This is an optimization exercise on Yosys and OpenROAD, whose aim is small area, not a production implementation. In this exercise RTL edits were held to simulation tests only and were not proved equivalent to the original. Power and IR drop assume default switching activity. The flow treats the clock pin as an ideal source, which a real chip does not have.

oak:
// reflow_link
module reflow_link (
    input  wire        clk,
    input  wire        rst,
    input  wire        rx_valid,
    input  wire [7:0]  rx_data,
    output wire        rx_ready,
    input  wire        cmd_valid,
    input  wire [3:0]  cmd_op,
    input  wire [63:0] cmd_arg,
    output wire        cmd_ready,
    output wire        resp_valid,
    output wire [1:0]  resp_err,
    output wire [32:0] resp_data,
    output wire [6:0]  resp_count,
    output wire        tx_valid,
    output wire [7:0]  tx_data,
    output reg         telem_valid,
    output wire [7:0]  telem_mode,
    output wire [7:0]  telem_runmode,
    output wire [7:0]  telem_stage,
    output wire        telem_fan,
    output wire        telem_lamp,
    output wire [31:0] telem_temp1,
    output wire [31:0] telem_temp2,
    output wire [2:0]  telem_err
);
export LEC_CHECK = 0
export CAP_MARGIN = 20
export CORE_MARGIN = 2
export CORE_UTILIZATION = 60
export CTS_BUF_LIST = sky130_fd_sc_hd__clkbuf_8
export CTS_CLUSTER_DIAMETER = 60
export CTS_CLUSTER_SIZE = 20
export PLACE_DENSITY = 0.75
export SLEW_MARGIN = 20
create_clock -name core_clock -period 10.0 [get_ports {clk}]
standard.sh (not shown) runs the stock make flow with config.mk's settings and CLKGATE_MAP_FILE= SYNTH_SCRIPT=/design/flow/synth_recipe.tcl, a recipe that flattens the netlist after the stock synthesis.
==> flow/flow/run.sh <==
#!/bin/bash
# Standard ORFS layout (the standard.sh) with two changes:
#  - ports are buffered with sky130_fd_sc_hd__buf_1 instead of the resizer's default choice;
#  - clock tree synthesis runs without dummy loads.
# All tool output goes to make.log in the work folder (ORFS keeps per-step logs under orfs/logs).
set -euo pipefail
export BUFFER_PORTS_ARGS="-buffer_cell sky130_fd_sc_hd__buf_1"
export CTS_ARGS="-sink_clustering_enable -repair_clock_nets -dont_use_dummy_load -buf_list sky130_fd_sc_hd__clkbuf_8 -sink_clustering_size 20 -sink_clustering_max_diameter 100"
bash standard.sh > make.log 2>&1
Per the final summary, oak finished and its layout is clean on timing, DRC and antenna.
Input-level comparison between pine and oak:
diff --git a/flow/flow/run.sh b/flow/flow/run.sh
--- a/flow/flow/run.sh
+++ b/flow/flow/run.sh
@@ -6,4 +6,4 @@
 set -euo pipefail
 export BUFFER_PORTS_ARGS="-buffer_cell sky130_fd_sc_hd__buf_1"
-export CTS_ARGS="-sink_clustering_enable -repair_clock_nets -dont_use_dummy_load -buf_list sky130_fd_sc_hd__clkbuf_8 -sink_clustering_size 20 -sink_clustering_max_diameter 100"
+export CTS_ARGS="-sink_clustering_enable -repair_clock_nets -dont_use_dummy_load -buf_list sky130_fd_sc_hd__clkbuf_8 -sink_clustering_size 20 -sink_clustering_max_diameter 80"
 bash standard.sh > make.log 2>&1
## What came out
- pine vs. oak: flip-flop and latch count stayed essentially flat; fraction of final layout cells with drive strength greater than 1 stayed essentially flat; data arrival time of the critical path fell by 0.04 ns; via count rose by 0.72%.
- pine vs oak on total clock buffers created by CTS: pine is the higher one.
- For register cell area after layout, oak and pine come out practically identical.
- Relative to oak, the share of the clock period used by the worst path after layout of pine is lower by 0.35 points.
- pine -> oak: final sum of negative setup slack delta 0, exact match
### pine -> birch
Settings: changing CTS_CLUSTER_DIAMETER from 60 to 80.
==> summary.txt <==
- birch went all the way through the flow, and no timing, DRC or antenna check failed.
- Taking pine as the reference, in birch synthesized-area fraction occupied by adder cells now sits at about the same level, number of buffers added on ports now sits at about the same level, die span in y now sits at about the same level, first-pass GRT wire length now sits at about the same level.
Relative to birch, the following input files were edited for maple:
Settings: CTS_CLUSTER_DIAMETER changed from 80 to 60.
diff --git a/flow/flow/run.sh b/flow/flow/run.sh
--- a/flow/flow/run.sh
+++ b/flow/flow/run.sh
@@ -6,4 +6,4 @@
 set -euo pipefail
 export BUFFER_PORTS_ARGS="-buffer_cell sky130_fd_sc_hd__buf_1"
-export CTS_ARGS="-sink_clustering_enable -repair_clock_nets -dont_use_dummy_load -buf_list sky130_fd_sc_hd__clkbuf_8 -sink_clustering_size 20 -sink_clustering_max_diameter 80"
+export CTS_ARGS="-sink_clustering_enable -repair_clock_nets -dont_use_dummy_load -buf_list sky130_fd_sc_hd__clkbuf_8 -sink_clustering_size 20 -sink_clustering_max_diameter 60"
 bash standard.sh > make.log 2>&1
Notes after the runs:
maple -> birch: area overhead of the layout relative to synthesis flat. Summary of maple over birch: met1 routed wirelength after detailed routing barely changed, share of total power consumed by net switching barely changed. On global routing met3 resource utilization, birch tracks maple almost exactly. Clock tree cell share of total cell area: birch vs maple, no meaningful difference. Final cycle utilization of the critical path: birch and maple compared, lower one is maple. maple against birch: final area comparable, power per cell area now larger, clock-buffer cell count now larger. Final hold slack (lower): maple.

---

reflow_link, a different RTL version from the one above (not shown whole).
Size: roughly 2300 flip-flops, about 230 I/O pins, roughly 0.051 mm² of cells after synthesis.
clock: 10.0 ns
lec_check: 0
cap_margin: 20
core_margin: 2
core_utilization: 60
cts_buf_list: sky130_fd_sc_hd__clkbuf_8
cts_cluster_diameter: 40
cts_cluster_size: 20
place_density: 0.75
slew_margin: 20
==> flow/flow/run.sh <==
#!/bin/bash
# Standard ORFS layout (the standard.sh) with two changes:
#  - ports are buffered with sky130_fd_sc_hd__buf_1 instead of the resizer's default choice;
#  - clock tree synthesis runs without dummy loads.
# All tool output goes to make.log in the work folder (ORFS keeps per-step logs under orfs/logs).
set -euo pipefail
export BUFFER_PORTS_ARGS="-buffer_cell sky130_fd_sc_hd__buf_1"
export CTS_ARGS="-sink_clustering_enable -repair_clock_nets -dont_use_dummy_load -buf_list sky130_fd_sc_hd__clkbuf_8 -sink_clustering_size 20 -sink_clustering_max_diameter 40"
bash standard.sh > make.log 2>&1
The baseline finished with timing, DRC and antenna clean.
Change:
--- a/flow/flow/run.sh
+++ b/flow/flow/run.sh
@@ -8 +8 @@
-export CTS_ARGS="-sink_clustering_enable -repair_clock_nets -dont_use_dummy_load -buf_list sky130_fd_sc_hd__clkbuf_8 -sink_clustering_size 20 -sink_clustering_max_diameter 40"
+export CTS_ARGS="-sink_clustering_enable -repair_clock_nets -dont_use_dummy_load -buf_list sky130_fd_sc_hd__clkbuf_16 -sink_clustering_size 34 -sink_clustering_max_diameter 80"
Result:
- With this change the flow produced a layout that fails on antenna rules
- worst setup slack improves by 190 ps
- cell area shrinks by 0.44%
- critical path depth stays the same
- cell count falls by 1.9%
- sequential share of layout area went up by 0.38 points
- utilization came out lower by 0.29 points
- die area is unchanged
Change:
--- a/flow/flow/run.sh
+++ b/flow/flow/run.sh
@@ -8 +8 @@
-export CTS_ARGS="-sink_clustering_enable -repair_clock_nets -dont_use_dummy_load -buf_list sky130_fd_sc_hd__clkbuf_16 -sink_clustering_size 34 -sink_clustering_max_diameter 80"
+export CTS_ARGS="-sink_clustering_enable -repair_clock_nets -dont_use_dummy_load -buf_list sky130_fd_sc_hd__clkbuf_8 -sink_clustering_size 20 -sink_clustering_max_diameter 60"
--- a/flow/config.mk
+++ b/flow/config.mk
@@ -12 +12 @@
-export CTS_CLUSTER_DIAMETER = 40
+export CTS_CLUSTER_DIAMETER = 60
Result:
- The changed run finished clean
- global-route usage goes down by 0.11 points
- power is lower by 1.5%
- wire length is lower by 1.4%
- design area stays flat

---

== juniper ==
Another version of the RTL of reflow_link (not shown whole).
clock: 10.0 ns
lec_check: 0
cap_margin: 20
core_margin: 2
core_utilization: 40
place_density: 0.6
slew_margin: 20
run.sh (not shown) runs the stock make flow with config.mk's settings and CLKGATE_MAP_FILE= SYNTH_SCRIPT=/design/flow/synth_recipe.tcl, a recipe that flattens the netlist after the stock synthesis.
Stock flow here: none of the scripts above is used.
diff inputs: juniper => violet
# juniper
export LEC_CHECK = 0
export CAP_MARGIN = 20
export CORE_MARGIN = 2
export CORE_UTILIZATION = 40
export PLACE_DENSITY = 0.6
export SLEW_MARGIN = 20
create_clock -name core_clock -period 10.0 [get_ports {clk}]
# violet
export LEC_CHECK = 0
export CAP_MARGIN = 20
export CORE_MARGIN = 2
export CORE_UTILIZATION = 60
export CTS_BUF_LIST = sky130_fd_sc_hd__clkbuf_16
export CTS_CLUSTER_DIAMETER = 50
export CTS_CLUSTER_SIZE = 40
export PLACE_DENSITY = 0.75
export SLEW_MARGIN = 20
create_clock -name core_clock -period 10.0 [get_ports {clk}]
## What came out
Taking juniper over violet, the amount of wire on met2 after detailed routing ratio works out to 0.852. The met1 routed wirelength after detailed routing reported for violet is smaller than that of juniper by about 4.7%. In the final reports, the cell area of violet is smaller than that of juniper. When the final numbers for violet and juniper were put side by side, the area of the core turned out to be smaller in violet. Re antenna diode count: no difference whatsoever between juniper and violet.

---

== v6 ==
The RTL this note starts from:
==> flow/design.v <==
module reflow_link (
    input  wire        clk,
    input  wire        rst,
    input  wire        rx_valid,
    input  wire [7:0]  rx_data,
    output wire        rx_ready,
    input  wire        cmd_valid,
    input  wire [3:0]  cmd_op,
    input  wire [63:0] cmd_arg,
    output wire        cmd_ready,
    output wire        resp_valid,
    output wire [1:0]  resp_err,
    output wire [32:0] resp_data,
    output wire [6:0]  resp_count,
    output wire        tx_valid,
    output wire [7:0]  tx_data,
    output reg         telem_valid,
    output wire [7:0]  telem_mode,
    output wire [7:0]  telem_runmode,
    output wire [7:0]  telem_stage,
    output wire        telem_fan,
    output wire        telem_lamp,
    output wire [31:0] telem_temp1,
    output wire [31:0] telem_temp2,
    output wire [2:0]  telem_err
);
    localparam [3:0] OP_SENDMODE   = 4'd1;
    localparam [3:0] OP_SENDPROF   = 4'd2;
    localparam [3:0] OP_WCLEAR     = 4'd3;
    localparam [3:0] OP_WSNAP      = 4'd4;
    localparam [3:0] OP_SCUR       = 4'd5;
    localparam [3:0] OP_CONNECT    = 4'd6;
    localparam [3:0] OP_DISCONNECT = 4'd7;
    localparam [3:0] ST_SEEK1 = 4'd0;
    localparam [3:0] ST_SEEK2 = 4'd1;
    localparam [3:0] ST_LAST  = 4'd14;
    reg         link;
    reg  [3:0]  st;
    reg  [7:0]  f_mode, f_runmode, f_stage;
    reg         f_fan, f_lamp;
    reg  [31:0] f_t1;
    reg  [23:0] f_t2;
    reg         s_valid;
    reg  [7:0]  s_mode, s_runmode, s_stage;
    reg         s_fan, s_lamp;
    reg  [6:0]  wcnt;
    reg  [5:0]  q;
    reg  [64*33-1:0] ring;
    reg         wpend;
    reg         pend;
    reg  [1:0]  r_err;
    reg         r_cnt, r_sess, r_wait;
    reg  [5:0]  idx;
    reg  [3:0]  tx_st;
    reg         tx_prof;
    reg  [63:0] tx_arg;
    wire tx_idle = (tx_st == 4'd0);
    assign cmd_ready = !pend && !wpend && tx_idle;
    wire cmd_fire = cmd_valid && cmd_ready;
    assign rx_ready  = !pend && !wpend && !cmd_fire;
    wire rx_fire  = rx_valid && rx_ready;
    wire op_conn = (cmd_op == OP_CONNECT) || (cmd_op == OP_DISCONNECT);
    wire op_send = (cmd_op == OP_SENDMODE) || (cmd_op == OP_SENDPROF);
    wire new_conn = cmd_fire && op_conn;
    wire wclear   = cmd_fire && (op_conn || cmd_op == OP_WCLEAR);
    wire rx_live = rx_fire && link;
    wire commit  = rx_live && (st == ST_LAST);
    always @(posedge clk) begin
        if (rst)
            link <= 1'b0;
        else if (new_conn)
            link <= (cmd_op == OP_CONNECT);
    end
    always @(posedge clk) begin
        if (rst || new_conn)
            st <= ST_SEEK1;
        else if (rx_live) begin
            case (st)
                ST_SEEK1: st <= (rx_data == 8'hFA) ? ST_SEEK2 : ST_SEEK1;
                ST_SEEK2: st <= (rx_data == 8'hAF) ? 4'd2 :
                                (rx_data == 8'hFA) ? ST_SEEK2 : ST_SEEK1;
                ST_LAST:  st <= ST_SEEK1;
                default:  st <= st + 4'd1;
            endcase
        end
    end
    always @(posedge clk) begin
        if (rx_live) begin
            case (st)
                4'd2, ST_LAST: f_mode <= rx_data;
                4'd3:  f_runmode     <= rx_data;
                4'd4:  f_stage       <= rx_data;
                4'd5:  f_fan         <= (rx_data != 8'd0);
                4'd6:  f_lamp        <= (rx_data != 8'd0);
                4'd7:  f_t1[7:0]     <= rx_data;
                4'd8:  f_t1[15:8]    <= rx_data;
                4'd9:  f_t1[23:16]   <= rx_data;
                4'd10: f_t1[31:24]   <= rx_data;
                4'd11: f_t2[7:0]     <= rx_data;
                4'd12: f_t2[15:8]    <= rx_data;
                4'd13: f_t2[23:16]   <= rx_data;
                default: ;
            endcase
        end
    end
    always @(posedge clk) begin
        if (rst || new_conn)
            s_valid <= 1'b0;
        else if (commit)
            s_valid <= 1'b1;
    end
    always @(posedge clk) begin
        if (commit) begin
            s_mode    <= f_mode;
            s_runmode <= f_runmode;
            s_stage   <= f_stage;
            s_fan     <= f_fan;
            s_lamp    <= f_lamp;
        end
    end
    always @(posedge clk) begin
        if (rst)
            telem_valid <= 1'b0;
        else
            telem_valid <= commit;
    end
    assign telem_mode    = s_mode;
    assign telem_runmode = s_runmode;
    assign telem_stage   = s_stage;
    assign telem_fan     = s_fan;
    assign telem_lamp    = s_lamp;
    assign telem_temp1   = f_t1;
    assign telem_temp2   = {f_mode, f_t2};
    assign telem_err     = {s_stage > 8'd5, s_runmode > 8'd2, s_mode > 8'd3};
    wire [31:0] add_a = f_t1;
    wire [31:0] add_b = {f_mode, f_t2};
    wire [32:0] add_c;
    wire [31:0] add_s;
    reg         c16;
    always @(posedge clk)
        c16 <= add_c[16];
    genvar gi;
    generate
        for (gi = 0; gi < 32; gi = gi + 1) begin : g_add
            wire cin = (gi == 16) ? c16 : add_c[gi];
            assign add_s[gi]   = add_a[gi] ^ add_b[gi] ^ cin;
            assign add_c[gi+1] = (add_a[gi] & add_b[gi]) | (cin & (add_a[gi] ^ add_b[gi]));
        end
    endgenerate
    assign add_c[0] = 1'b0;
    wire [32:0] sample = {add_c[32], add_s};
    wire        at0    = (q == (wpend ? wcnt[5:0] : idx));
    wire        wr_hit = wpend && at0;
    wire        full   = wcnt[6];
    always @(posedge clk)
        ring <= {wr_hit ? sample : ring[32:0], ring[64*33-1:33]};
    always @(posedge clk)
        q <= (wr_hit && full) ? 6'd0 : q + 6'd1;
    always @(posedge clk) begin
        if (rst || wclear)
            wcnt <= 7'd0;
        else if (wr_hit && !full)
            wcnt <= wcnt + 7'd1;
    end
    always @(posedge clk) begin
        if (rst)
            wpend <= 1'b0;
        else if (commit)
            wpend <= 1'b1;
        else if (wr_hit)
            wpend <= 1'b0;
    end
    wire snap_in = ({1'b0, cmd_arg[7:0]} < {2'b00, wcnt});
    always @(posedge clk) begin
        if (cmd_fire) begin
            idx    <= cmd_arg[5:0];
            r_err  <= (op_send && !link) ? 2'd2 :
                      (cmd_op == 4'd0 || cmd_op[3]) ? 2'd3 : 2'd0;
            r_cnt  <= (cmd_op == OP_WSNAP);
            r_sess <= (cmd_op == OP_SCUR);
            r_wait <= (cmd_op == OP_WSNAP) && snap_in;
        end
    end
    assign resp_valid = pend && (!r_wait || at0);
    always @(posedge clk) begin
        if (rst)
            pend <= 1'b0;
        else if (cmd_fire)
            pend <= 1'b1;
        else if (resp_valid)
            pend <= 1'b0;
    end
    wire [26:0] sess_word = {1'b1, s_lamp, s_fan, s_stage, s_runmode, s_mode};
    assign resp_err   = r_err;
    assign resp_count = r_cnt ? wcnt : 7'd0;
    assign resp_data  = (r_wait ? ring[32:0] : 33'd0) |
                        {6'd0, (r_sess && s_valid) ? sess_word : 27'd0};
    always @(posedge clk) begin
        if (rst)
            tx_st <= 4'd0;
        else if (cmd_fire && link && op_send)
            tx_st <= 4'd1;
        else if (!tx_idle)
            tx_st <= (tx_st == (tx_prof ? 4'd11 : 4'd5)) ? 4'd0 : tx_st + 4'd1;
    end
    always @(posedge clk) begin
        if (cmd_fire)
            tx_prof <= cmd_op[1];
    end
    always @(posedge clk) begin
        if (cmd_fire)
            tx_arg <= {cmd_arg[39:32], cmd_arg[31:24], cmd_arg[23:16], cmd_arg[15:8],
                       cmd_arg[7:0],   cmd_arg[63:56], cmd_arg[55:48], cmd_arg[47:40]};
        else
            tx_arg <= {tx_arg[7:0], tx_arg[63:8]};
    end
    assign tx_valid = !tx_idle;
    assign tx_data  = (tx_st == 4'd1) ? 8'hFA :
                      (tx_st == 4'd2) ? 8'hAF :
                      (tx_st == 4'd3) ? {6'd0, tx_prof, !tx_prof} :
                      tx_arg[7:0];
endmodule
export LEC_CHECK = 0
export CAP_MARGIN = 20
export CORE_MARGIN = 2
export CORE_UTILIZATION = 60
export CTS_BUF_LIST = sky130_fd_sc_hd__clkbuf_8
export CTS_CLUSTER_DIAMETER = 40
export CTS_CLUSTER_SIZE = 20
export PLACE_DENSITY = 0.75
export SLEW_MARGIN = 20
create_clock -name core_clock -period 10.0 [get_ports {clk}]
standard.sh (not shown) runs the stock make flow with config.mk's settings and CLKGATE_MAP_FILE= SYNTH_SCRIPT=/design/flow/synth_recipe.tcl, a recipe that flattens the netlist after the stock synthesis.
==> flow/flow/run.sh <==
#!/bin/bash
# Standard ORFS layout (the standard.sh) with two changes:
#  - ports are buffered with sky130_fd_sc_hd__buf_1 instead of the resizer's default choice;
#  - clock tree synthesis runs without dummy loads.
# All tool output goes to make.log in the work folder (ORFS keeps per-step logs under orfs/logs).
set -euo pipefail
export BUFFER_PORTS_ARGS="-buffer_cell sky130_fd_sc_hd__buf_1"
export CTS_ARGS="-sink_clustering_enable -repair_clock_nets -dont_use_dummy_load -buf_list sky130_fd_sc_hd__clkbuf_4 -sink_clustering_size 12 -sink_clustering_max_diameter 25"
bash standard.sh > make.log 2>&1
v6 finished end to end and its layout was clean on timing, DRC and antenna.
Modified inputs, v7 compared to v6
-- flow/flow/run.sh --
<<< v6, line 6
set -euo pipefail
export BUFFER_PORTS_ARGS="-buffer_cell sky130_fd_sc_hd__buf_1"
export CTS_ARGS="-sink_clustering_enable -repair_clock_nets -dont_use_dummy_load -buf_list sky130_fd_sc_hd__clkbuf_4 -sink_clustering_size 12 -sink_clustering_max_diameter 25"
bash standard.sh > make.log 2>&1
>>> v7, line 6
set -euo pipefail
export BUFFER_PORTS_ARGS="-buffer_cell sky130_fd_sc_hd__buf_1"
export CTS_ARGS="-sink_clustering_enable -repair_clock_nets -dont_use_dummy_load -buf_list sky130_fd_sc_hd__clkbuf_8 -sink_clustering_size 20 -sink_clustering_max_diameter 40"
bash standard.sh > make.log 2>&1
### Flow results
v7 falls short of v6 in worst vdd rail ir drop.
v7 | stages: all done | timing, DRC, antenna: all pass
Comparing v6 against v7, there is no change at all in sequential fraction of the synthesis area.
Compared with v6, v7 improves post-layout worst setup margin.

[re-timing with driven ports]
In the flow no input, the clock included, has a driving cell. The finished layouts below were timed again as built, in two steps.
Step 1 sets driving cells, clkbuf_16 on the clock port and buf_2 on the other inputs (assumed; they add their load-dependent delay and slew).
Step 2 adds t to the input delays and takes it off the output delays; t is the mean of the earliest and latest rising clock arrival at the registers after step 1. Input paths then give back, and output paths get back, about the clock's delay inside the block.
Slacks: ideal / step 1 / step 2; pairs: ideal / step 1.
| run | t, ns | setup slack, ns | worst hold slack (ns) | clock arrival spread, ns | pins driven straight from the clock port |
|---|---|---|---|---|---|
| oak | 0.851 | 3.963 / 3.935 / 3.935 | 0.259 / 0.259 / 0.259 | 0.086 / 0.086 | 1 |
| pine | 0.829 | 3.998 / 3.973 / 3.973 | 0.294 / 0.294 / 0.294 | 0.087 / 0.087 | 1 |
| birch | 0.829 | 3.998 / 3.973 / 3.973 | 0.294 / 0.294 / 0.294 | 0.087 / 0.087 | 1 |
| maple | 0.846 | 4.024 / 3.985 / 3.985 | 0.282 / 0.282 / 0.282 | 0.082 / 0.082 | 1 |
| the first run of note 2 | 0.844 | 4.738 / 4.674 / 5.197 | 0.248 / 0.248 / 0.248 | 0.119 / 0.119 | 1 |
| the second run of note 2 | 0.686 | 4.924 / 4.859 / 5.197 | 0.267 / 0.267 / 0.267 | 0.102 / 0.103 | 1 |
| the third run of note 2 | 0.828 | 4.773 / 4.707 / 5.200 | 0.280 / 0.280 / 0.280 | 0.103 / 0.103 | 1 |
| juniper | 0.851 | 3.478 / 3.406 / 4.010 | 0.291 / 0.291 / 0.291 | 0.050 / 0.051 | 1 |
| violet | 0.810 | 3.575 / 3.506 / 3.642 | 0.295 / 0.295 / 0.295 | 0.063 / 0.062 | 1 |
| v6 | 1.140 | 2.873 / 2.873 / 2.873 | 0.237 / 0.237 / 0.237 | 0.159 / 0.159 | 1 |
| v7 | 0.853 | 2.884 / 2.884 / 2.884 | 0.231 / 0.231 / 0.231 | 0.115 / 0.115 | 1 |
The setup slack of maple, which loses most, moves by -0.039 ns with the drivers and by -0.039 ns with both steps.
